Source: an optimization exercise on an open RTL-to-GDS flow (aim: small area). Production flows keep margins and buffers that such runs may drop.
The RTL was checked by simulation tests, not by an equivalence proof against the original design.
Power and IR drop assume default switching activity. The flow treats the clock pin as an ideal source, which a real chip does not have.

==> flow/design.v <==
module ru5102_crc (
    input  wire        clk,
    input  wire        rst,
    input  wire        h_valid,
    output wire        h_ready,
    input  wire [15:0] h_cmd,
    output reg  [1:0]  h_rcode,
    output reg  [15:0] h_rdata,
    output wire        tx_valid,
    input  wire        tx_ready,
    output wire [7:0]  tx_data,
    input  wire        rx_valid,
    output wire        rx_ready,
    input  wire [7:0]  rx_data,
    input  wire        io_err,
    output wire        busy,
    output wire        done
);
    localparam [3:0] S_IDLE = 4'd0, S_SEND = 4'd1, S_ALEN = 4'd2, S_BODY = 4'd3,
                     F_IO   = 4'd4,     
                     F_LONG = 4'd5,     
                     F_ILL  = 4'd6,     
                     F_LEN  = 4'd7,     
                     S_OK   = 4'd8,
                     F_COMM = 4'd9,     
                     F_PROT = 4'd10,    
                     F_PST  = 4'd11,    
                     F_UNK  = 4'd12,    
                     F_CRC  = 4'd13;    
    localparam [1:0] RC_OK = 2'd0, RC_REFUSED = 2'd1, RC_ILLEGAL = 2'd2, RC_RANGE = 2'd3;
    localparam integer NR = 253;
    function [15:0] crc_byte;
        input [15:0] c;
        input [7:0]  b;
        reg [7:0] x;
        begin
            x = c[7:0] ^ b;
            x = x ^ {x[3:0], 4'h0};
            crc_byte = {8'h00, c[15:8]} ^ {x, 8'h00} ^ {5'h00, x, 3'h0} ^ {12'h000, x[7:4]};
        end
    endfunction
    reg [15:0] crc;
    reg [7:0]  addr;
    reg [3:0]  st;
    reg        op1;         
    reg [7:0]  txlen;
    reg [7:0]  idx;
    reg [7:0]  rxlen;
    reg [7:0]  hold;        
    reg        tv;
    reg [7:0]  hl;          
    reg [8*NR-1:0] ring;
    wire [7:0] head = ring[8*NR-1 -: 8];
    wire [7:0] opsel   = h_cmd[15:8];
    wire [7:0] operand = h_cmd[7:0];
    wire idle   = (st == S_IDLE);
    wire send   = (st == S_SEND);
    wire alen   = (st == S_ALEN);
    wire body   = (st == S_BODY);
    wire p_ok   = (st == S_OK);
    assign done = (st >= F_IO);
    assign busy = !idle;
    wire in_chan = send || alen || body;
    wire [2:0] phase = !done ? st[2:0] : p_ok ? 3'd5 : 3'd6;
    reg  [2:0] res_class;
    reg  [7:0] res_cause;
    always @(*) begin
        case (st)
            F_IO:    begin res_class = 3'd1; res_cause = 8'h01; end
            F_COMM:  begin res_class = 3'd2; res_cause = 8'h02; end
            F_PROT:  begin res_class = 3'd3; res_cause = 8'h02; end
            F_PST:   begin res_class = 3'd4; res_cause = 8'h02; end
            F_UNK:   begin res_class = 3'd4; res_cause = 8'h22; end
            F_LONG:  begin res_class = 3'd4; res_cause = 8'h10; end
            F_ILL:   begin res_class = 3'd4; res_cause = 8'h11; end
            F_LEN:   begin res_class = 3'd4; res_cause = 8'h20; end
            F_CRC:   begin res_class = 3'd4; res_cause = 8'h21; end
            default: begin res_class = 3'd0; res_cause = 8'h00; end
        endcase
    end
    wire has_status = st[3] && (st != F_CRC);
    wire hit_idx = (hl == idx);
    wire hit_op  = (hl == operand);
    wire hit2    = (hl == 8'd2);
    wire hit3    = (hl == 8'd3);
    wire idx_end = (idx[7:1] == 7'h7F);      
    wire s_init  = (opsel == 8'h01);
    wire s_upd   = (opsel == 8'h02);
    wire s_crd   = (opsel == 8'h03);
    wire s_addr  = (opsel == 8'h10);
    wire s_clr   = (opsel == 8'h11);
    wire s_push  = (opsel == 8'h12);
    wire s_start = (opsel == 8'h13);
    wire s_ack   = (opsel == 8'h14);
    wire s_rph   = (opsel == 8'h20);
    wire s_rres  = (opsel == 8'h21);
    wire s_rst   = (opsel == 8'h22);
    wire s_radr  = (opsel == 8'h23);
    wire s_rrxl  = (opsel == 8'h24);
    wire s_rtxl  = (opsel == 8'h25);
    wire s_rrsp  = (opsel == 8'h26);
    wire err_ev = io_err && in_chan;
    wire tx_ev  = tv && tx_ready;
    assign rx_ready = alen || (body && (hit_idx || idx_end));
    wire rx_ev  = rx_valid && rx_ready;
    wire rsp_noslot = (operand == 8'd0) || (operand[7:1] == 7'h7F);
    wire wait_ok = s_push  ? (hit_idx || idx_end || !idle) :
                   s_start ? hit2 :
                   s_rst   ? hit3 :
                   s_rrsp  ? (hit_op || rsp_noslot) : 1'b1;
    assign h_ready  = wait_ok && !err_ev && !tx_ev && !(rx_valid && rx_ready);
    assign tx_valid = tv;
    wire host_ev = h_valid && h_ready;
    wire h_idle  = host_ev && idle;
    wire [7:0] idx_inc = idx + 8'd1;
    wire [7:0] inb     = idle ? operand : rx_data;
    wire [7:0] crc_in  = send ? tx_data : inb;
    wire [15:0] crc_nx = crc_byte(crc, crc_in);
    wire eq_len  = (idx == rxlen);
    wire eq_len1 = (idx_inc == rxlen);
    wire tx_last = tx_ev && eq_len;
    wire op_legal = (operand == 8'h01) || (operand == 8'h02) || (operand == 8'h03) ||
                    (operand == 8'h05) || (operand == 8'h21);
    wire start_ev = h_idle && s_start;
    wire start_ok = start_ev && op_legal && (idx != 8'd255);
    wire wr = (h_idle && ((s_push && !idx_end) || s_start)) || (rx_ev && body && !idx_end);
    always @(posedge clk)
        ring <= {ring[8*NR-9:0], wr ? inb : head};
    always @(posedge clk) begin
        if (rst)
            hl <= 8'd1;
        else if (hl >= 8'd43)
            hl <= hl - 8'd42;
        else
            hl <= hl + 8'd211;
    end
    reg [2:0] sc_nx, sc;
    always @(*) begin
        case (rx_data)
            8'h00, 8'h01, 8'h02, 8'h03:                      sc_nx = 3'd0;
            8'hFA:                                           sc_nx = 3'd1;
            8'hFB:                                           sc_nx = op1 ? 3'd0 : 3'd1;
            8'h05, 8'h09, 8'h0A, 8'h0B:                      sc_nx = 3'd2;
            8'hFD, 8'hFE, 8'hFF, 8'h10, 8'h11, 8'h12, 8'hF9: sc_nx = 3'd3;
            default:                                         sc_nx = 3'd4;
        endcase
    end
    always @(posedge clk)
        if (rx_ev && body && idx == 8'd3)
            sc <= sc_nx;
    always @(posedge clk) begin
        if (rst)
            st <= S_IDLE;
        else if (err_ev)
            st <= F_IO;
        else if (tx_last)
            st <= S_ALEN;
        else if (rx_ev && alen)
            st <= (rx_data == 8'd0) ? F_LEN : S_BODY;
        else if (rx_ev && eq_len)
            st <= (rxlen < 8'd5) ? F_LEN : (crc_nx != 16'h0000) ? F_CRC : {1'b1, sc};
        else if (start_ev)
            st <= !op_legal ? F_ILL : (idx == 8'd255) ? F_LONG : S_SEND;
        else if (host_ev && s_ack && done)
            st <= S_IDLE;
    end
    always @(posedge clk) begin
        if (rst || tx_last || (h_idle && (s_init || s_start)) || (host_ev && s_ack && done))
            crc <= 16'hFFFF;
        else if (tx_ev || rx_ev || (h_idle && s_upd))
            crc <= crc_nx;
    end
    always @(posedge clk) begin
        if (rst)
            addr <= 8'h00;
        else if (h_idle && s_addr)
            addr <= operand;
    end
    always @(posedge clk)
        if (start_ev)
            op1 <= (operand == 8'h01);
    always @(posedge clk) begin
        if (rst || (h_idle && s_clr) || (host_ev && s_ack && done)) begin
            txlen <= 8'd0;
            idx   <= 8'd3;
        end else if (h_idle && s_push && idx != 8'd255) begin
            txlen <= txlen + 8'd1;
            idx   <= idx_inc;
        end else if (start_ok) begin
            idx <= 8'd0;
        end else if (rx_ev && alen) begin
            idx <= 8'd1;
        end else if (tx_ev || rx_ev) begin
            idx <= idx_inc;
        end
    end
    always @(posedge clk) begin
        if (start_ok)
            rxlen <= idx_inc;              
        else if (rx_ev && alen)
            rxlen <= rx_data;
    end
    wire tx_crc = eq_len || eq_len1;
    assign tx_data = (idx == 8'd0) ? rxlen :
                     (idx == 8'd1) ? addr :
                     tx_crc        ? crc[7:0] : hold;
    always @(posedge clk) begin
        if (rst || err_ev || tx_ev)
            tv <= 1'b0;
        else if (start_ok || (send && !tv && (idx == 8'd1 || tx_crc || hit_idx)))
            tv <= 1'b1;
    end
    always @(posedge clk)
        if (send && !tv && hit_idx)
            hold <= head;
    wire rsp_range = ({1'b0, operand} + 9'd2 > {1'b0, rxlen});
    wire grp_idle  = s_init || s_upd || s_crd || s_addr || s_clr || s_push || s_start;
    wire legal_sel = grp_idle || s_ack || s_rph || s_rres || s_rst || s_radr || s_rrxl ||
                     s_rtxl || s_rrsp;
    wire refused   = (grp_idle && !idle) || ((s_ack || s_rst) && !done) ||
                     ((s_rrxl || s_rrsp) && !p_ok);
    wire range_err = s_rrsp && p_ok && rsp_range;
    wire rsp_ok    = s_rrsp && p_ok && !rsp_range;
    wire rd_crc    = s_crd && idle;
    wire rd_head   = (s_rst && done && has_status) || (rsp_ok && operand != 8'd0);
    wire rd_rxlen  = (s_rrxl && p_ok) || (rsp_ok && operand == 8'd0);
    wire [15:0] ans =
        ({16{rd_crc}} & crc) |
        {5'd0, {3{s_rres}} & res_class, {8{s_rres}} & res_cause} |
        {13'd0, {3{s_rph}} & phase} |
        {8'd0, ({8{rd_head}} & head) | ({8{s_radr}} & addr) |
               ({8{rd_rxlen}} & rxlen) | ({8{s_rtxl}} & txlen)};
    reg        q_crc;
    reg [10:0] rdata_lo;
    always @(posedge clk) begin
        if (rst)
            q_crc <= 1'b0;
        else if (host_ev)
            q_crc <= rd_crc;
    end
    always @(posedge clk) begin
        if (host_ev) begin
            h_rcode  <= {!legal_sel || range_err, refused || range_err};
            rdata_lo <= ans[10:0];
        end
    end
    always @(*) h_rdata = {{5{q_crc}} & crc[15:11], rdata_lo};
endmodule
Settings: LEC_CHECK=0, ABC_AREA=0, CAP_MARGIN=20, CORE_MARGIN=2, CORE_UTILIZATION=55, PLACE_DENSITY=0.65, SLEW_MARGIN=20; clock period 15.0 ns.
standard.sh (not shown) runs the stock make flow with config.mk's settings and CLKGATE_MAP_FILE= SYNTH_SCRIPT=/design/flow/synth_recipe.tcl, a recipe that flattens the netlist after the stock synthesis.
==> flow/flow/run.sh <==
#!/bin/bash
# Standard ORFS layout (the standard.sh) with three changes:
#  - synthesis is the standard script with an area-oriented abc script
#    (flow/synth.tcl, flow/area.abc);
#  - the port buffers are buf_1 cells;
#  - the clock tree uses clkbuf_16 leaf buffers on clusters of at most 34
#    sinks within 80 um, without dummy loads.
# make's output goes to flow_make.log; each ORFS step keeps its own log under
# orfs/logs.
set -euo pipefail
W=$(pwd)
export FLOW_ABC_SCRIPT=$W/flow/area.abc
export FLOW_STD_SYNTH=$W/synth_recipe.tcl
CTS="-sink_clustering_enable -repair_clock_nets -sink_clustering_size 34 -sink_clustering_max_diameter 80 -buf_list sky130_fd_sc_hd__clkbuf_16 -dont_use_dummy_load"
bash standard.sh finish \
  "SYNTH_SCRIPT=$W/flow/synth.tcl" \
  "BUFFER_PORTS_ARGS=-buffer_cell sky130_fd_sc_hd__buf_1" \
  "CTS_ARGS=$CTS" > flow_make.log 2>&1
==> flow/flow/area.abc <==
strash
dch
amap
strash
dch
amap
topo
==> flow/flow/synth.tcl <==
# The standard synthesis (synth_recipe.tcl in the work folder), with one
# change: abc maps the logic with an area-oriented script (flow/area.abc)
# instead of ORFS's. Registers are mapped before abc and are not touched by it.
proc abc {args} {
  set i [lsearch $args -script]
  if {$i >= 0} { lset args [expr {$i + 1}] $::env(FLOW_ABC_SCRIPT) }
  yosys abc {*}$args
}
source $::env(FLOW_STD_SYNTH)
Rerun with:
--- a/flow/design.v
+++ b/flow/design.v
@@ -228,21 +228,12 @@
         ({16{rd_crc}} & crc) |
         {5'd0, {3{s_rres}} & res_class, {8{s_rres}} & res_cause} |
         {13'd0, {3{s_rph}} & phase} |
         {8'd0, ({8{rd_head}} & head) | ({8{s_radr}} & addr) |
                ({8{rd_rxlen}} & rxlen) | ({8{s_rtxl}} & txlen)};
-    reg        q_crc;
-    reg [10:0] rdata_lo;
-    always @(posedge clk) begin
-        if (rst)
-            q_crc <= 1'b0;
-        else if (host_ev)
-            q_crc <= rd_crc;
-    end
     always @(posedge clk) begin
         if (host_ev) begin
-            h_rcode  <= {!legal_sel || range_err, refused || range_err};
-            rdata_lo <= ans[10:0];
+            h_rcode <= {!legal_sel || range_err, refused || range_err};
+            h_rdata <= ans;
         end
     end
-    always @(*) h_rdata = {{5{q_crc}} & crc[15:11], rdata_lo};
 endmodule
The changed run passed the timing, DRC and antenna checks.
First-iteration DRC count grows by about 5.4%.
Power stays flat.
Hold slack got worse by 0.018 ns.
Cell area barely changes.
Routed wire length shrinks by 1.4%.
Cell count grows by about 0.5%.
Clock skew grows by 0.055 ns.
Global-route usage shrinks by 0.19 points.
Non-clock buffer count shrinks by 6.
Via count is about the same.
Maximum frequency shrinks by about 0.6%.


== run A ==
Starts from the design.v that is shown in full above.
clock: 15.0 ns
lec_check: 0
abc_area: 0
cap_margin: 20
core_margin: 2
core_utilization: 55
place_density: 0.85
slew_margin: 20
Scripts as last shown in full above: flow/flow/run.sh, flow/flow/area.abc, flow/flow/synth.tcl
The inputs of run M differ from those of run A as listed below.
diff --git a/flow/design.v b/flow/design.v
--- a/flow/design.v
+++ b/flow/design.v
@@ -236,13 +236,16 @@
         if (rst)
             q_crc <= 1'b0;
         else if (host_ev)
             q_crc <= rd_crc;
     end
     always @(posedge clk) begin
-        if (host_ev) begin
+        if (rst) begin
+            h_rcode  <= RC_OK;
+            rdata_lo <= 11'd0;
+        end else if (host_ev) begin
             h_rcode  <= {!legal_sel || range_err, refused || range_err};
             rdata_lo <= ans[10:0];
         end
     end
     always @(*) h_rdata = {{5{q_crc}} & crc[15:11], rdata_lo};
 endmodule
Notes after the runs:
- Diff run A -> run M | sequential share of layout area | decrease of 0.34 points
- On worst setup slack, run M does worse than run A.
- Run M vs. run A: routed wire length went up 1.5%; proportion of layout cells with a drive suffix above 1 held; clock-buffer cell count went up about 1.3%; final cell utilization of the core held.
- Synthesized instance count (run M vs. run A) increases slightly
- Between run M and run A, total met3 wirelength after detailed routing is lower for run M, run A comes in above that.

==> separate check: timing with driven ports <==
The flow's constraints put no driver on any port. The routed layouts listed below were extracted and timed again, unchanged, in two steps.
Step 1, drivers: a clkbuf_16 drives clk and a buf_2 each remaining input, both assumed.
Step 2 also shifts input and output timing later by t, the mid clock arrival at the registers, as if the neighbouring blocks saw the same clock.
Slacks: ideal ports / drivers / drivers and shift; pairs: ideal ports / drivers.
| run | t (ns) | slack for setup (ns) | hold WS [ns] | clock arrival spread, ns | slew at the worst register clock pin (ns) |
|---|---|---|---|---|---|
| the first run of note 1 | 0.675 | 6.973 / 6.947 / 6.947 | 0.299 / 0.299 / 0.299 | 0.115 / 0.115 | 0.11 / 0.11 |
| the second run of note 1 | 0.662 | 6.927 / 6.904 / 6.904 | 0.281 / 0.281 / 0.281 | 0.132 / 0.132 | 0.12 / 0.12 |
| run A | 0.682 | 7.091 / 7.070 / 7.070 | 0.249 / 0.249 / 0.249 | 0.102 / 0.102 | 0.12 / 0.12 |
| run M | 0.679 | 6.651 / 6.618 / 6.618 | 0.256 / 0.256 / 0.256 | 0.110 / 0.110 | 0.12 / 0.12 |
After both steps setup and hold are still met in every run listed. For run M, which loses most, drivers alone change the setup slack by -0.033 ns; drivers and shift together by -0.033 ns.
